What follows belongs to an exercise in optimizing a design on an open flow for small area and few clock cycles; a production flow would make more cautious choices.
The RTL was checked by simulation tests, not by an equivalence proof against the original design.
Power figures rest on the tool's default switching activity, not on a simulated workload.

==> flow/design.v <==
module fshv (
    input  wire        clk,
    input  wire        rst,
    input  wire        cmd_valid,
    input  wire [7:0]  cmd,
    output wire        cmd_ready,
    input  wire [15:0] store_len,
    output wire        rd_req,
    output wire [15:0] rd_addr,
    input  wire        rd_ack,
    input  wire [7:0]  rd_data,
    output wire        out_valid,
    output wire [2:0]  out_kind,
    output wire [7:0]  out_class,
    output wire [7:0]  out_id,
    output wire [15:0] out_len,
    output wire [15:0] out_pos,
    output wire [15:0] out_expected,
    output wire [15:0] out_got,
    output wire [15:0] cursor,
    output reg         commit_valid,
    output wire [15:0] commit_count,
    output reg         err_illegal_cmd,
    output reg         err_cursor
);
    localparam [7:0]  P_SYNC1   = 8'hB5;
    localparam [7:0]  P_SYNC2   = 8'h62;
    localparam [10:0] P_MAX_LEN = 11'd1240;
    localparam [7:0] CMD_SCAN   = 8'h01;
    localparam [7:0] CMD_COMMIT = 8'h02;
    localparam [1:0] KD_NONE = 2'b00;
    localparam [1:0] KD_OK   = 2'b01;
    localparam [1:0] KD_MIS  = 2'b10;
    localparam [1:0] KD_NEED = 2'b11;
    reg        busy;      
    reg        inf;       
    reg [15:0] m;         
    reg [10:0] o;         
    reg [1:0]  kd;
    reg        herr;
    reg [7:0]  cls_n;
    reg [7:0]  id_n;
    reg [10:0] len_n;
    reg [7:0]  ck_a_n;
    reg [7:0]  ck_b_n;
    wire [10:0] len = ~len_n;
    reg [7:0]  rx_a_n;
    reg [7:0]  rx_b_n;    
    reg        got_a;     
    reg        sh_p;      
    reg        sh_f;      
    reg [2:0]  q_hi;
    wire [10:0] q = {q_hi, rx_b_n};
    function [15:0] add16;
        input [15:0] x;
        input [15:0] y;
        integer k;
        reg c;
        begin
            c = 1'b0;
            for (k = 0; k < 16; k = k + 1) begin
                add16[k] = x[k] ^ y[k] ^ c;
                c = (x[k] & y[k]) | (c & (x[k] ^ y[k]));
            end
        end
    endfunction
    function [7:0] add8;
        input [7:0] x;
        input [7:0] y;
        integer k;
        reg c;
        begin
            c = 1'b0;
            for (k = 0; k < 8; k = k + 1) begin
                add8[k] = x[k] ^ y[k] ^ c;
                c = (x[k] & y[k]) | (c & (x[k] ^ y[k]));
            end
        end
    endfunction
    function [7:0] add8c;
        input [7:0] x;
        input [7:0] y;
        integer k;
        reg c;
        begin
            c = 1'b1;
            for (k = 0; k < 8; k = k + 1) begin
                add8c[k] = x[k] ^ y[k] ^ c;
                c = (x[k] & y[k]) | (c & (x[k] ^ y[k]));
            end
        end
    endfunction
    function [10:0] inc11;
        input [10:0] x;
        integer k;
        reg c;
        begin
            c = 1'b1;
            for (k = 0; k < 11; k = k + 1) begin
                inc11[k] = x[k] ^ c;
                c = c & x[k];
            end
        end
    endfunction
    wire is_mis = (kd == KD_MIS);
    wire show   = (kd[1] ^ kd[0]) & ~herr;
    assign out_valid = herr | (kd != KD_NONE);
    assign out_kind  = {herr, kd & {2{~herr}}};
    wire [10:0] cur_o = inf ? 11'd0 : is_mis ? 11'd2 : o;
    wire [10:0] b_o   = busy ? o : cur_o;
    wire [15:0] addr  = add16(m, {5'd0, b_o});
    assign cursor       = addr;
    assign commit_count = addr;
    assign rd_addr      = addr;
    reg cmp;
    integer i;
    always @* begin
        cmp = busy;
        for (i = 0; i < 16; i = i + 1)
            cmp = (addr[i] & ~store_len[i]) | ((addr[i] | ~store_len[i]) & cmp);
    end
    wire at_end = cmp;
    wire past   = cmp;
    assign rd_req = busy & ~at_end;
    assign cmd_ready = ~rst & ~busy & ~commit_valid;
    assign out_class    = ~(cls_n | {8{~show}});
    assign out_id       = ~(id_n | {8{~show}});
    assign out_len      = {5'd0, ~(len_n | {11{~show}})};
    assign out_pos      = show ? m : 16'd0;
    assign out_expected = ~({rx_b_n, rx_a_n} | {16{~show}});
    assign out_got      = ~({ck_b_n, ck_a_n} | {16{~show}});
    wire [7:0] b = rd_data;
    wire b_s1 = (b == P_SYNC1);
    wire b_s2 = (b == P_SYNC2);
    wire [10:0] o_inc = inc11(o);
    wire o_is1  = (o == 11'd1);
    wire o_hdr  = (o[10:3] == 8'd0) & ~(o[2] & o[1]);      
    reg [11:0] len6;
    reg        c6;
    integer j;
    always @* begin
        len6[0] = len[0];
        len6[1] = ~len[1];
        c6      = len[1];
        len6[2] = len[2] ^ ~c6;
        c6      = len[2] | c6;
        for (j = 3; j < 11; j = j + 1) begin
            len6[j] = len[j] ^ c6;
            c6      = len[j] & c6;
        end
        len6[11] = c6;
    end
    wire o_cka  = ({1'b0, o} == len6);
    wire [7:0] ck_a_n_next = add8c(ck_a_n, ~b);
    wire [7:0] ck_b_n_next = add8c(ck_b_n, ck_a_n_next);
    wire [15:0] len_full = {b, len[7:0]};
    wire oversize = (len_full > {5'd0, P_MAX_LEN});
    wire [10:0] resume = sh_p ? q : o;
    always @(posedge clk) begin
        if (rst) begin
            busy            <= 1'b0;
            inf             <= 1'b0;
            m               <= 16'd0;
            o               <= 11'd0;
            herr            <= 1'b0;
            kd              <= KD_NONE;
            commit_valid    <= 1'b0;
            err_illegal_cmd <= 1'b0;
            err_cursor      <= 1'b0;
        end else if (commit_valid) begin
            commit_valid <= 1'b0;
            m            <= 16'd0;
            if (!inf || err_cursor) begin
                o   <= 11'd0;
                inf <= 1'b0;
            end
            herr         <= 1'b0;
            kd           <= KD_NONE;
        end else if (!busy) begin
            if (cmd_valid) begin
                case (cmd)
                    CMD_SCAN: begin
                        if (past) begin
                            err_cursor <= 1'b1;
                            herr       <= 1'b1;
                            if (inf) begin
                                inf <= 1'b0;
                                o   <= 11'd0;
                            end else if (is_mis) begin
                                o   <= 11'd2;
                            end
                        end else begin
                            busy <= 1'b1;
                            herr <= 1'b0;
                        end
                    end
                    CMD_COMMIT: commit_valid <= 1'b1;
                    default:    err_illegal_cmd <= 1'b1;
                endcase
            end
        end else if (at_end) begin
            busy <= 1'b0;
            kd   <= KD_NEED;
        end else if (rd_ack) begin
            if (!inf) begin
                m <= addr;
                o <= 11'd1;
                if (b_s1) begin
                    inf  <= 1'b1;
                    sh_p <= 1'b0;
                    sh_f <= 1'b0;
                end
            end else begin
                if (!o_is1 && !sh_f) begin
                    if (sh_p) begin
                        if (b_s2) sh_f <= 1'b1;
                        else      sh_p <= 1'b0;
                    end else if (b_s1) begin
                        sh_p   <= 1'b1;
                        q_hi   <= o[10:8];
                        rx_b_n <= o[7:0];
                    end
                end
                o <= o_inc;
                if (o_is1) begin
                    ck_a_n <= 8'hff;
                    ck_b_n <= 8'hff;
                    got_a <= 1'b0;
                    if (!b_s2) inf <= 1'b0;
                end else if (o_hdr) begin
                    ck_a_n <= ck_a_n_next;
                    ck_b_n <= ck_b_n_next;
                    case (o[1:0])
                        2'd2: cls_n <= ~b;
                        2'd3: id_n  <= ~b;
                        2'd0: len_n[7:0] <= ~b;
                        default: begin
                            len_n[10:8] <= ~b[2:0];
                            if (oversize) begin
                                inf <= 1'b0;
                                o   <= resume;
                            end
                        end
                    endcase
                end else if (got_a) begin
                    rx_b_n <= ~b;
                    busy   <= 1'b0;
                    inf    <= 1'b0;
                    if ({~b, rx_a_n} == {ck_b_n, ck_a_n}) begin
                        kd <= KD_OK;
                    end else begin
                        kd <= KD_MIS;
                        o  <= resume;
                    end
                end else if (o_cka) begin
                    rx_a_n <= ~b;
                    got_a  <= 1'b1;
                end else begin
                    ck_a_n <= ck_a_n_next;
                    ck_b_n <= ck_b_n_next;
                end
            end
        end
    end
endmodule
Settings: LEC_CHECK=0, CAP_MARGIN=20, CORE_MARGIN=2, CORE_UTILIZATION=60, CTS_BUF_LIST=sky130_fd_sc_hd__clkbuf_8, CTS_CLUSTER_SIZE=14, SLEW_MARGIN=20; clock period 10.0 ns.
standard.sh (not shown) runs the stock make flow with config.mk's settings and CLKGATE_MAP_FILE= SYNTH_SCRIPT=/design/flow/synth_recipe.tcl, a recipe that flattens the netlist after the stock synthesis.
==> flow/flow/run.sh <==
#!/bin/bash
# The standard layout (the standard.sh: standard synthesis, floorplan, place,
# CTS, route, finish) with two changes to how cells are chosen:
#  - the port buffers that global placement inserts are made of the smallest
#    buffer cell, sky130_fd_sc_hd__buf_1, instead of the cell buffer_ports picks
#    by default (every input and output port still gets its own buffer);
#  - clock tree synthesis runs with ORFS's own arguments (sink clustering,
#    clock net repair, the cluster size and buffer list of config.mk) but
#    without dummy loads on the leaf nets.
# The whole make output goes to standard_flow.log here; ORFS's per-step logs
# stay under orfs/logs/.
set -euo pipefail
CTS="-sink_clustering_enable -repair_clock_nets -sink_clustering_size 14"
CTS="$CTS -buf_list sky130_fd_sc_hd__clkbuf_8 -dont_use_dummy_load"
bash standard.sh "BUFFER_PORTS_ARGS=-buffer_cell sky130_fd_sc_hd__buf_1" \
    "CTS_ARGS=$CTS" finish > standard_flow.log 2>&1
Testbench counts at the start, summed over its fixed seeds: cycles 133,836.
Next try:
--- a/flow/flow/run.sh
+++ b/flow/flow/run.sh
@@ -12,3 +12,3 @@
 set -euo pipefail
-CTS="-sink_clustering_enable -repair_clock_nets -sink_clustering_size 14"
+CTS="-sink_clustering_enable -repair_clock_nets -sink_clustering_size 10"
 CTS="$CTS -buf_list sky130_fd_sc_hd__clkbuf_8 -dont_use_dummy_load"
- CTS_CLUSTER_SIZE: 14 -> 10
=> Clock-buffer cell count does not change. Die area stays the same. Worst setup slack does not change.
Next try:
--- a/flow/flow/run.sh
+++ b/flow/flow/run.sh
@@ -12,3 +12,3 @@
 set -euo pipefail
-CTS="-sink_clustering_enable -repair_clock_nets -sink_clustering_size 10"
+CTS="-sink_clustering_enable -repair_clock_nets -sink_clustering_size 14 -sink_clustering_max_diameter 300"
 CTS="$CTS -buf_list sky130_fd_sc_hd__clkbuf_8 -dont_use_dummy_load"
- CTS_CLUSTER_DIAMETER: default -> 300
- CTS_CLUSTER_SIZE: 10 -> 14
=>
- utilization is unchanged
- setup slack is unchanged
- cell area does not change
- cell count does not change
- routed wire length stays the same
- area after synthesis is unchanged
Next try:
==> flow/run.sh (new file) <==
#!/bin/bash
# synth_recipe.tcl (not shown) runs the flow's synth.tcl, then flattens the netlist and writes it again
# the make line also repeats each setting of config.mk as NAME=value (left out here)
make -C /OpenROAD-flow-scripts/flow DESIGN_CONFIG=/design/flow/config.mk WORK_HOME=/design/flow/orfs CLKGATE_MAP_FILE= SYNTH_SCRIPT=/design/flow/synth_recipe.tcl finish
- CTS_CLUSTER_DIAMETER: 300 -> default
- CTS_CLUSTER_SIZE: 14 -> 10
removed: flow/flow/run.sh
removed: flow/standard.sh
Effect: Cell area rose by about a fifth. Non-clock buffer count drops by 1. Sequential share of layout area went down by 5.1 points. Clock skew goes down by 17 ps. Clock-buffer cell count is unchanged. Critical path depth fell by 1. Power climbs by roughly a tenth.

[what the ideal ports hide]
The flow's constraints put no driver on any port. The routed layouts listed below were extracted and timed again, unchanged, in two steps.
Step 1 (the two cells are an assumption about what drives the block):
set clk [get_ports {clk}]
set_driving_cell -lib_cell sky130_fd_sc_hd__clkbuf_16 $clk
set_driving_cell -lib_cell sky130_fd_sc_hd__buf_2 [delete_from_list [all_inputs] $clk]
Step 2 adds t to the input delays and takes it off the output delays; t is the mean of the earliest and latest rising clock arrival at the registers after step 1. Input paths then give back, and output paths get back, about the clock's delay inside the block.
a / b / c = no drivers / after step 1 / after step 2; a / b = the first two.
run	t, ns	setup slack, ns	worst setup path after step 2	clock arrival spread, ns	worst slew at a driven data input, ns
the first run	0.402	0.470 / 0.438 / 0.841	register to output	0.031 / 0.031	0.05
the second run	0.402	0.470 / 0.438 / 0.841	register to output	0.031 / 0.031	0.05
the third run	0.402	0.470 / 0.438 / 0.841	register to output	0.031 / 0.031	0.05
the fourth run	0.407	0.425 / 0.389 / 0.796	register to output	0.013 / 0.013	0.05
After both steps setup and hold are still met in every run listed.
